Background: an optimization exercise with open tools, aiming at small area, a short achievable clock period and few clock cycles. Do not read the settings as production practice.
Only the layout flow was run in this run; the RTL was not checked for function there.
No activity file was given, so power comes from the tool's default toggle rates.

## flow/config.mk

```make
export PLATFORM = sky130hd
export DESIGN_NAME = svm_core
export DESIGN_NICKNAME = svm_core
export VERILOG_FILES = /design/flow/design.v
export SDC_FILE = /design/flow/constraint.sdc
export NUM_CORES = 8
export LEC_CHECK = 0
export CAP_MARGIN = 20
export CORE_MARGIN = 2
export CORE_UTILIZATION = 40
export PLACE_DENSITY = 0.5
export SLEW_MARGIN = 20
export SYNTH_MEMORY_MAX_BITS = 4096
```

## flow/constraint.sdc

```tcl
create_clock -name core_clock -period 12.0 [get_ports {clk}]
set_input_delay 2.4000 -clock core_clock [delete_from_list [all_inputs] [get_ports {clk}]]
set_output_delay 2.4000 -clock core_clock [all_outputs]
set_load 0.01 [all_outputs]
```

## flow/design.v

```verilog
module svm_core (
    input  wire        clk,
    input  wire        rst,
    input  wire [1:0]  cfg_policy,    
    input  wire [31:0] cfg_quantum,   
    input  wire        cmd_valid,
    output wire        cmd_ready,
    input  wire [3:0]  cmd_op,
    input  wire [31:0] cmd_a,
    input  wire [31:0] cmd_b,
    input  wire [31:0] cmd_c,
    output reg         rsp_valid,
    output reg         rsp_err,
    output reg         rsp_trace,
    output reg  [31:0] rsp_data,
    output wire [1:0]  phase,
    output wire [7:0]  halt_reason
);
    localparam OP_WRITE   = 4'd1, OP_CREATE  = 4'd2, OP_START   = 4'd3,
               OP_STEP    = 4'd4, OP_TIMER   = 4'd5, OP_SWI     = 4'd6,
               OP_ACQUIRE = 4'd7, OP_RELEASE = 4'd8, OP_OBSERVE = 4'd9;
    localparam PH_CONSTRUCT = 2'd0, PH_RUN = 2'd1, PH_HALTED = 2'd2;
    localparam POL_FCFS = 2'd0, POL_SJF = 2'd1, POL_RR = 2'd2, POL_PRIO = 2'd3;
    localparam ST_NEW = 3'd0, ST_READY = 3'd1, ST_RUNNING = 3'd2;
    localparam H_NO_PROCESS = 8'd1, H_NO_FRAME = 8'd2, H_PID_EXHAUSTED = 8'd3,
               F_FETCH_RANGE = 8'd16, F_VA_RANGE = 8'd17, F_UNDEF_INT = 8'd18,
               F_UNDEF_SYSCALL = 8'd19, F_BAD_RELEASE = 8'd21;
    localparam S_IDLE = 4'd0, S_CMD = 4'd1, S_F0 = 4'd2, S_F1 = 4'd3, S_X = 4'd4,
               S_MEM = 4'd5, S_SWI = 4'd6, S_DISP = 4'd7, S_TMR = 4'd8, S_TMR2 = 4'd9;
    localparam NPROC = 4;
    localparam [31:0] SENTINEL = 32'hFFFFFFFF;
    reg [1:0]  policy;
    reg [31:0] quantum;
    reg [31:0] ram [0:63];
    reg [31:0] ra, rb, rc, rip;
    reg [1:0]  ph;
    reg [7:0]  hreason;
    reg [2:0]  pool [0:7];       
    reg [3:0]  pool_cnt;
    reg [2:0]  nprocs;
    reg [1:0]  cur;
    reg [1:0]  live_pid;
    reg        live_none;
    reg [2:0]  next_pid;
    reg [31:0] ticks;
    reg [1:0]  p_pid   [0:NPROC-1];
    reg [2:0]  p_state [0:NPROC-1];
    reg [31:0] p_prio  [0:NPROC-1];
    reg [31:0] p_burst [0:NPROC-1];
    reg [31:0] p_a     [0:NPROC-1];
    reg [31:0] p_b     [0:NPROC-1];
    reg [31:0] p_c     [0:NPROC-1];
    reg [31:0] p_ip    [0:NPROC-1];
    reg        pt_v    [0:NPROC*8-1];    
    reg [2:0]  pt_f    [0:NPROC*8-1];
    reg [3:0]  state;
    reg [3:0]  op;
    reg [31:0] arg_a, arg_b, arg_c;
    reg [31:0] w0, w1;
    reg [5:0]  pa;
    reg [1:0]  ridx;
    reg        is_store;
    reg [1:0]  old_cur;
    wire [3:0] pool_top = pool_cnt - 4'd1;
    wire [3:0] pool_obs = pool_cnt - 4'd1 - {1'b0, arg_a[2:0]};
    assign cmd_ready   = (state == S_IDLE);
    assign phase       = ph;
    assign halt_reason = hreason;
    integer i, k;
    reg [1:0] top_idx;
    reg [1:0] short_idx;
    always @* begin
        top_idx = 2'd0;
        for (i = 1; i < NPROC; i = i + 1)
            if (i < nprocs && $signed(p_prio[i]) > $signed(p_prio[top_idx]))
                top_idx = i[1:0];
        short_idx = 2'd0;
        for (i = 1; i < NPROC; i = i + 1)
            if (i < nprocs && p_burst[i] < p_burst[short_idx])
                short_idx = i[1:0];
    end
    reg in_pool;
    always @* begin
        in_pool = 1'b0;
        for (i = 0; i < 8; i = i + 1)
            if (i < pool_cnt && pool[i] == arg_a[5:3])
                in_pool = 1'b1;
    end
    wire dec_mov  = (w0 == 32'h10) || (w0 == 32'h11) || (w0 == 32'h12);
    wire dec_jmp  = (w0 == 32'h20);
    wire dec_int  = (w0 == 32'h30);
    wire dec_ld   = (w0 == 32'h21) || (w0 == 32'h22);
    wire dec_st   = (w0 == 32'h31) || (w0 == 32'h32);
    wire [1:0] dec_r = w0[1:0];
    wire [2:0] va_page = w1[5:3];
    reg  [5:0]  ram_raddr;
    always @* begin
        case (state)
            S_F0:    ram_raddr = rip[5:0];
            S_F1:    ram_raddr = rip[5:0] + 6'd1;
            S_MEM:   ram_raddr = pa;
            default: ram_raddr = arg_a[5:0];
        endcase
    end
    wire [31:0] ram_rdata = ram[ram_raddr];
    reg [31:0] reg_sel;
    always @* begin
        case (ridx)
            2'd0: reg_sel = ra;
            2'd1: reg_sel = rb;
            default: reg_sel = rc;
        endcase
    end
    wire        ram_we    = (state == S_CMD && op == OP_WRITE && ph == PH_CONSTRUCT && arg_a < 32'd64) ||
                            (state == S_MEM && is_store);
    wire [5:0]  ram_waddr = (state == S_MEM) ? pa : arg_a[5:0];
    wire [31:0] ram_wdata = (state == S_MEM) ? reg_sel : arg_b;
    reg [31:0] obs;
    reg [1:0]  op_p;
    reg [2:0]  op_k;
    always @* begin
        obs  = 32'd0;
        op_p = arg_a[4:3];
        op_k = arg_a[2:0];
        if (arg_a[31:8] == 24'd0) begin
            if (arg_a[7:6] == 2'b00)
                obs = ram_rdata;
            else if (arg_a[7:4] == 4'h4) begin
                case (arg_a[3:0])
                    4'h0: obs = ra;
                    4'h1: obs = rb;
                    4'h2: obs = rc;
                    4'h4: obs = rip;
                    4'h8: obs = {29'd0, nprocs};
                    4'h9: obs = {30'd0, cur};
                    4'hA: obs = live_none ? SENTINEL : {30'd0, live_pid};
                    4'hB: obs = {29'd0, next_pid};
                    4'hC: obs = {28'd0, pool_cnt};
                    default: obs = 32'd0;
                endcase
            end else if (arg_a[7:4] == 4'h5) begin
                if (arg_a[3] == 1'b0 && {1'b0, arg_a[2:0]} < pool_cnt)
                    obs = {26'd0, pool[pool_obs[2:0]], 3'd0};
                else if (arg_a[3] == 1'b0)
                    obs = SENTINEL;
            end else if (arg_a[7:5] == 3'b011) begin
                if ({1'b0, op_p} < nprocs)
                    obs = pt_v[{op_p, op_k}] ? {26'd0, pt_f[{op_p, op_k}], 3'd0} : SENTINEL;
            end else if (arg_a[7:5] == 3'b100) begin
                if ({1'b0, op_p} < nprocs) begin
                    case (op_k)
                        3'd0: obs = {30'd0, p_pid[op_p]};
                        3'd1: obs = {29'd0, p_state[op_p]};
                        3'd2: obs = p_prio[op_p];
                        3'd3: obs = p_burst[op_p];
                        3'd4: obs = p_a[op_p];
                        3'd5: obs = p_b[op_p];
                        3'd6: obs = p_c[op_p];
                        default: obs = p_ip[op_p];
                    endcase
                end
            end
        end
    end
    task automatic finish(input err, input trace, input [31:0] data);
        begin
            rsp_valid <= 1'b1;
            rsp_err   <= err;
            rsp_trace <= trace;
            rsp_data  <= data;
            state     <= S_IDLE;
        end
    endtask
    task automatic stop(input [7:0] code);
        begin
            ph      <= PH_HALTED;
            hreason <= code;
        end
    endtask
    task automatic dispatch(input [1:0] idx);
        begin
            ra <= p_a[idx];
            rb <= p_b[idx];
            rc <= p_c[idx];
            rip <= p_ip[idx];
            live_pid <= p_pid[idx];
            live_none <= 1'b0;
            p_state[idx] <= ST_RUNNING;
            cur <= idx;
            ticks <= 32'd0;
        end
    endtask
    task automatic save_cur;
        begin
            p_a[cur] <= ra;
            p_b[cur] <= rb;
            p_c[cur] <= rc;
            p_ip[cur] <= rip;
            p_state[cur] <= ST_READY;
        end
    endtask
    task automatic retire(input [1:0] idx);
        integer j, m;
        begin
            for (j = 0; j < NPROC - 1; j = j + 1) begin
                if (j >= idx) begin
                    p_pid[j]   <= p_pid[j+1];
                    p_state[j] <= p_state[j+1];
                    p_prio[j]  <= p_prio[j+1];
                    p_burst[j] <= p_burst[j+1];
                    p_a[j]     <= p_a[j+1];
                    p_b[j]     <= p_b[j+1];
                    p_c[j]     <= p_c[j+1];
                    p_ip[j]    <= p_ip[j+1];
                    for (m = 0; m < 8; m = m + 1) begin
                        pt_v[j*8+m] <= pt_v[(j+1)*8+m];
                        pt_f[j*8+m] <= pt_f[(j+1)*8+m];
                    end
                end
            end
            nprocs <= nprocs - 3'd1;
        end
    endtask
    always @(posedge clk) begin
        if (rst) begin
            policy  <= cfg_policy;
            quantum <= cfg_quantum;
            for (i = 0; i < 64; i = i + 1)
                ram[i] <= 32'd0;
            ra <= 32'd0; rb <= 32'd0; rc <= 32'd0; rip <= 32'd0;
            ph <= PH_CONSTRUCT;
            hreason <= 8'd0;
            for (i = 0; i < 8; i = i + 1)
                pool[i] <= i[2:0];
            pool_cnt <= 4'd8;
            nprocs <= 3'd0;
            cur <= 2'd0;
            live_pid <= 2'd0;
            live_none <= 1'b1;
            next_pid <= 3'd0;
            ticks <= 32'd0;
            for (i = 0; i < NPROC; i = i + 1) begin
                p_pid[i] <= 2'd0;
                p_state[i] <= ST_NEW;
                p_prio[i] <= 32'd0;
                p_burst[i] <= 32'd0;
                p_a[i] <= 32'd0;
                p_b[i] <= 32'd0;
                p_c[i] <= 32'd0;
                p_ip[i] <= 32'd0;
                for (k = 0; k < 8; k = k + 1) begin
                    pt_v[i*8+k] <= 1'b0;
                    pt_f[i*8+k] <= 3'd0;
                end
            end
            state <= S_IDLE;
            op <= 4'd0;
            arg_a <= 32'd0; arg_b <= 32'd0; arg_c <= 32'd0;
            w0 <= 32'd0; w1 <= 32'd0;
            pa <= 6'd0;
            ridx <= 2'd0;
            is_store <= 1'b0;
            old_cur <= 2'd0;
            rsp_valid <= 1'b0;
            rsp_err <= 1'b0;
            rsp_trace <= 1'b0;
            rsp_data <= 32'd0;
        end else begin
            rsp_valid <= 1'b0;
            if (ram_we)
                ram[ram_waddr] <= ram_wdata;
            case (state)
            S_IDLE: begin
                if (cmd_valid) begin
                    op    <= cmd_op;
                    arg_a <= cmd_a;
                    arg_b <= cmd_b;
                    arg_c <= cmd_c;
                    state <= S_CMD;
                end
            end
            S_CMD: begin
                case (op)
                OP_WRITE:
                    if (ph == PH_CONSTRUCT && arg_a < 32'd64)
                        finish(1'b0, 1'b0, 32'd0);
                    else
                        finish(1'b1, 1'b0, 32'd0);
                OP_CREATE:
                    if (ph != PH_CONSTRUCT)
                        finish(1'b1, 1'b0, 32'd0);
                    else if (next_pid == 3'd4) begin
                        stop(H_PID_EXHAUSTED);
                        finish(1'b0, 1'b0, 32'd0);
                    end else begin
                        p_pid[nprocs[1:0]]   <= next_pid[1:0];
                        p_state[nprocs[1:0]] <= ST_NEW;
                        p_prio[nprocs[1:0]]  <= arg_c;
                        p_burst[nprocs[1:0]] <= arg_b;
                        p_a[nprocs[1:0]]     <= 32'd0;
                        p_b[nprocs[1:0]]     <= 32'd0;
                        p_c[nprocs[1:0]]     <= 32'd0;
                        p_ip[nprocs[1:0]]    <= arg_a;
                        for (k = 0; k < 8; k = k + 1)
                            pt_v[{nprocs[1:0], k[2:0]}] <= 1'b0;
                        nprocs <= nprocs + 3'd1;
                        next_pid <= next_pid + 3'd1;
                        finish(1'b0, 1'b0, {29'd0, next_pid});
                    end
                OP_START:
                    if (ph != PH_CONSTRUCT)
                        finish(1'b1, 1'b0, 32'd0);
                    else begin
                        if (nprocs == 3'd0)
                            stop(H_NO_PROCESS);
                        else begin
                            ph <= PH_RUN;
                            dispatch(2'd0);
                        end
                        finish(1'b0, 1'b0, 32'd0);
                    end
                OP_STEP:
                    if (ph != PH_RUN)
                        finish(1'b1, 1'b0, 32'd0);
                    else
                        state <= S_F0;
                OP_TIMER:
                    if (ph != PH_RUN)
                        finish(1'b1, 1'b0, 32'd0);
                    else
                        state <= S_TMR;
                OP_SWI:
                    if (ph != PH_RUN)
                        finish(1'b1, 1'b0, 32'd0);
                    else
                        state <= S_SWI;
                OP_ACQUIRE:
                    if (ph == PH_HALTED)
                        finish(1'b1, 1'b0, 32'd0);
                    else if (pool_cnt == 4'd0)
                        finish(1'b0, 1'b0, SENTINEL);
                    else begin
                        pool_cnt <= pool_cnt - 4'd1;
                        finish(1'b0, 1'b0, {26'd0, pool[pool_top[2:0]], 3'd0});
                    end
                OP_RELEASE:
                    if (ph == PH_HALTED)
                        finish(1'b1, 1'b0, 32'd0);
                    else begin
                        if (arg_a[2:0] != 3'd0 || arg_a >= 32'd64 || in_pool)
                            stop(F_BAD_RELEASE);
                        else begin
                            pool[pool_cnt[2:0]] <= arg_a[5:3];
                            pool_cnt <= pool_cnt + 4'd1;
                        end
                        finish(1'b0, 1'b0, 32'd0);
                    end
                OP_OBSERVE:
                    finish(1'b0, 1'b0, obs);
                default:
                    finish(1'b1, 1'b0, 32'd0);
                endcase
            end
            S_F0: begin
                if (rip >= 32'd63) begin
                    stop(F_FETCH_RANGE);
                    finish(1'b0, 1'b0, 32'd0);
                end else begin
                    w0 <= ram_rdata;
                    state <= S_F1;
                end
            end
            S_F1: begin
                w1 <= ram_rdata;
                state <= S_X;
            end
            S_X: begin
                if (dec_mov) begin
                    case (dec_r)
                        2'd0: ra <= w1;
                        2'd1: rb <= w1;
                        default: rc <= w1;
                    endcase
                    rip <= rip + 32'd2;
                    finish(1'b0, 1'b0, 32'd0);
                end else if (dec_jmp) begin
                    rip <= rip + w1;
                    finish(1'b0, 1'b0, 32'd0);
                end else if (dec_int) begin
                    if (w1 == 32'd1)
                        state <= S_SWI;
                    else begin
                        stop(F_UNDEF_INT);
                        finish(1'b0, 1'b0, 32'd0);
                    end
                end else if (dec_ld || dec_st) begin
                    if (w1 >= 32'd64) begin
                        stop(F_VA_RANGE);
                        finish(1'b0, 1'b0, 32'd0);
                    end else if (!pt_v[{cur, va_page}]) begin
                        if (pool_cnt == 4'd0)
                            stop(H_NO_FRAME);
                        else begin
                            pt_v[{cur, va_page}] <= 1'b1;
                            pt_f[{cur, va_page}] <= pool[pool_top[2:0]];
                            pool_cnt <= pool_cnt - 4'd1;
                        end
                        finish(1'b0, 1'b0, 32'd0);
                    end else begin
                        pa <= {pt_f[{cur, va_page}], w1[2:0]};
                        ridx <= dec_r;
                        is_store <= dec_st;
                        state <= S_MEM;
                    end
                end else begin
                    rip <= rip + 32'd2;
                    finish(1'b0, 1'b1, 32'd0);
                end
            end
            S_MEM: begin
                if (!is_store) begin
                    case (ridx)
                        2'd0: ra <= ram_rdata;
                        2'd1: rb <= ram_rdata;
                        default: rc <= ram_rdata;
                    endcase
                end
                rip <= rip + 32'd2;
                finish(1'b0, 1'b0, 32'd0);
            end
            S_SWI: begin
                old_cur <= cur;
                if (policy == POL_PRIO && ra == 32'd2) begin
                    p_prio[cur] <= rb;
                    finish(1'b0, 1'b0, 32'd0);
                end else if (policy == POL_PRIO && ra != 32'd1) begin
                    stop(F_UNDEF_SYSCALL);
                    finish(1'b0, 1'b0, 32'd0);
                end else begin
                    retire(cur);
                    state <= S_DISP;
                end
            end
            S_DISP: begin
                if (nprocs == 3'd0)
                    stop(H_NO_PROCESS);
                else begin
                    case (policy)
                        POL_FCFS: dispatch(2'd0);
                        POL_SJF:  dispatch(short_idx);
                        POL_RR:   dispatch(({1'b0, old_cur} == nprocs) ? 2'd0 : old_cur);
                        default:  dispatch(top_idx);
                    endcase
                end
                finish(1'b0, 1'b0, 32'd0);
            end
            S_TMR: begin
                if (policy == POL_RR) begin
                    ticks <= ticks + 32'd1;
                    if (ticks + 32'd1 >= quantum && nprocs > 3'd1) begin
                        save_cur;
                        dispatch(({1'b0, cur} + 3'd1 == nprocs) ? 2'd0 : cur + 2'd1);
                    end
                    finish(1'b0, 1'b0, 32'd0);
                end else if (policy == POL_PRIO) begin
                    ticks <= ticks + 32'd1;
                    if (ticks + 32'd1 >= quantum) begin
                        save_cur;
                        p_prio[cur] <= p_prio[cur] - 32'd1;
                        state <= S_TMR2;
                    end else
                        finish(1'b0, 1'b0, 32'd0);
                end else
                    finish(1'b0, 1'b0, 32'd0);
            end
            S_TMR2: begin
                p_prio[top_idx] <= p_prio[top_idx] + 32'd1;
                dispatch(top_idx);
                finish(1'b0, 1'b0, 32'd0);
            end
            default: state <= S_IDLE;
            endcase
        end
    end
endmodule
```

## flow/run.sh

```bash
#!/bin/bash
# synth_recipe.tcl (not shown) runs the flow's synth.tcl, then flattens the netlist and writes it again
# the make line also repeats each setting of config.mk as NAME=value (left out here)
make -C /OpenROAD-flow-scripts/flow DESIGN_CONFIG=/design/flow/config.mk WORK_HOME=/design/flow/orfs CLKGATE_MAP_FILE= SYNTH_SCRIPT=/design/flow/synth_recipe.tcl finish
```

==> results.toml <==
[worst_setup_path]
critPathLaunchType = "register"
required_ps = 12780
crit_slowest_cell = "or4b_1"
crit_top_cell = "ha_1"
arrival_ps = 12300
cp_max_fo = 38
crit_path_end_kind = "register"
critPathKind = "reg -> reg"
cpPeakStageDelay_ps = 710

[route]
ant_nets = 0
drt_iter0_markers = 27100
drtPass1Iterations = 10
drc_errors = 0
wl_um = 974000
avgViaCountPerCell = 6.70
wl_per_cell_um = 37.5
vias = 174000

[timing]
whs_ps = 456
relSlewSlack_pct = 10.2
rsz0062_at_grt = "no"
clock.fmax_ghz = 0.0868
tightestPinTransition_ps = 1350
drv_slew = 0
hold_viol = 0
finalSetupViolations = 0
timing.final.crit_share_pct = 96.0
setup_tns_ps = 0
fin_crit_ps = 11520
finalClockSkew_ps = 84.3

[floorplan]
die_h_um = 698
die_w_um = 698
coreArea_um2 = 479000
dieArea_um2 = 487000
io_pins = 183
row_count = 254
start_util_pct = 40.2

[synthesis]
synth_most_common_cell = "nand2_1"
yosys-top-cells-area = "edfxtp_1 46%, nand2_1 6.2%, nor2_1 6.0%, dfxtp_1 4.6%, mux4_2 4.1%"
postSynth.asyncResetShare_pct = 0
synthDominantCellAreaShare_pct = 46.5
ys_types = 98
syn_area_per_cell_um2 = 9.70
ys.flop_type = "edfxtp_1"
synth-seq-cells = 3424
synth_fp_nets = 20300
synth_common_cells = "3201 x nand2_1, 3068 x nor2_1, 2978 x edfxtp_1"
syn_inst = 19800
ys_warn_count = 1
synth-seq-area-share_pct = 51.1
synth-edff-count = 2978
synth_area_um2 = 192000
synth_area_leader_cell = "edfxtp_1"

[global_routing]
grt_use_total_pct = 38.6
grt_max_degree = 138
grt_antenna_before_repair = 86
grt_first_pass_wirelength_um = 1340000
grt_pass1_vias = 160000
grt_overflow_total = 0

[pwr]
p_leak_uw = 0.0738
finalPower_uw = 30100
vdd_ir_drop_max_v = 0.000151
p_per_area_nw_per_um2 = 140

[run]
max_cap_viol_count = 0

[clocking]
root_buffer = "clkbuf_16"
cts.hold.buffers_added = 0
cts-resized-gates = 0
numCtsBuffers = 402
cts_max_level = 5
cts_tree = "yes"
clk_path_buf_depth = 4
clkSlewWorstSetupHoldPaths_ps = 60
cts.sinks = 3424
postCtsSetupRepairBufs = 0
clock_latency_ps = 1080

[layout]
final_nets = 19600
regArea_um2 = 98400
fill_cells = 45700
multiInputGateArea_um2 = 87600
drive_gt1_share_pct = 10.4
synthToLayoutAreaGrowth_pct = 12.1

[hold_path]
hold_class = "reg -> reg"

[place]
hpwl_um = 604000
port_buffers = 182
gp_congestion = 1.02

[status]
status = "complete, no violations"
-- metal layers --
layer / wire, um / global-route usage, %
met1: 367000 / 48.9
met3: 114000 / 11.5
met4: 83500 / 27.4
met2: 410000 / 56.1
met5: 422 / 0.147
-- cell type report --
cell class	instances	area share, %
multi-input cells	14300	40.6
well taps	6400	3.71
flip-flops and latches	3424	45.6
repair buffers	903	3.65
clock inverters	202	0.966
diodes	43	0.0499
inverters	189	0.332
clock buffers	541	5.07
-- per-stage QoR --
step,setup WS (ps),instance area (um2),util [%],instances
floorplan,33.6,192000,-,19800
global placement,227,202000,42.2,25200
detailed placement,204,202000,42.3,25200
CTS,170,215000,45.0,25900
global route,27.6,216000,45.0,26000
finish,478,216000,45.0,26000
-- cell families after synthesis --
logic type	count (synthesis)	synth area share (%)
fa+ha+maj	278	1.81
compound gates	4221	15.2
mux	1135	8.21
flops	3424	51.1
simple gates	8506	18.7
buf+inv	2127	4.25
xor+xnor	158	0.719
-- flip-flops by register name, summed over array words and instances, names as in the netlist, 96 cells and up, named ones only --
register  count
p_c         128
p_b         128
p_a         128
p_burst     128
pt_f         96
p_prio      128
ram        2048
p_ip        128
-- critical path: cells and delay by family, from the launching register on --
family | cells | cell delay (ps)
and+or+nand+nor | 15 | 4530
AOI/OAI and AO/OA | 11 | 2750
muxes | 3 | 1300
adders and majority gates | 4 | 1200
buffers and inverters | 4 | 990
DFF | 1 | 470
-- power breakdown --
group          internal [uW]  switching, uW
Sequential             13300            403
Clock                   7140           5420
Combinational            983           2840
Total                  21400           8660
-- layout by cell type, fill, tap and decap left out, types with 238 or more instances in the layout --
cell	count
nand2_1	3128
nor2_1	3040
edfxtp_1	2978
nand3_1	1192
a21oi_1	989
o21ai_0	790
mux2i_1	716
buf_4	664
dfxtp_1	433
clkbuf_16	411
mux4_2	347
a32o_1	296
a211oi_1	287
ha_1	275
and3_1	270
a311oi_1	238
-- final timing paths --
check	start	end	slack, ps	depth (start not counted)
hold reg to reg	hreason[6]	hreason[6]	460	1
setup / recovery	p_prio[1][11]	p_prio[3][22]	480	37
setup reg to reg	p_prio[1][11]	p_prio[3][22]	480	37
hold / removal	hreason[6]	hreason[6]	460	1

re-timing with driven ports:
How much do the figures lean on ideal ports? The routed layout below was timed once more, with nothing changed but the port constraints. Step 1 sets driving cells, clkbuf_16 on the clock port and buf_2 on the other inputs (assumed; they add their load-dependent delay and slew). Step 2 moves the port delays by t, midway between the first and last clock arrival at a register: inputs arrive t later, outputs are due t later. That takes back most of the time a late clock gives input paths. a / b / c = no drivers / after step 1 / after step 2; a / b = the first two.
shift t [ns]: 1.163
setup slack, ns: 0.478 / 0.478 / 0.478
worst setup path at the end: register to register
After both steps this run still meets setup and hold. For this run, drivers alone change the setup slack by 0.000 ns; drivers and shift together by 0.000 ns.
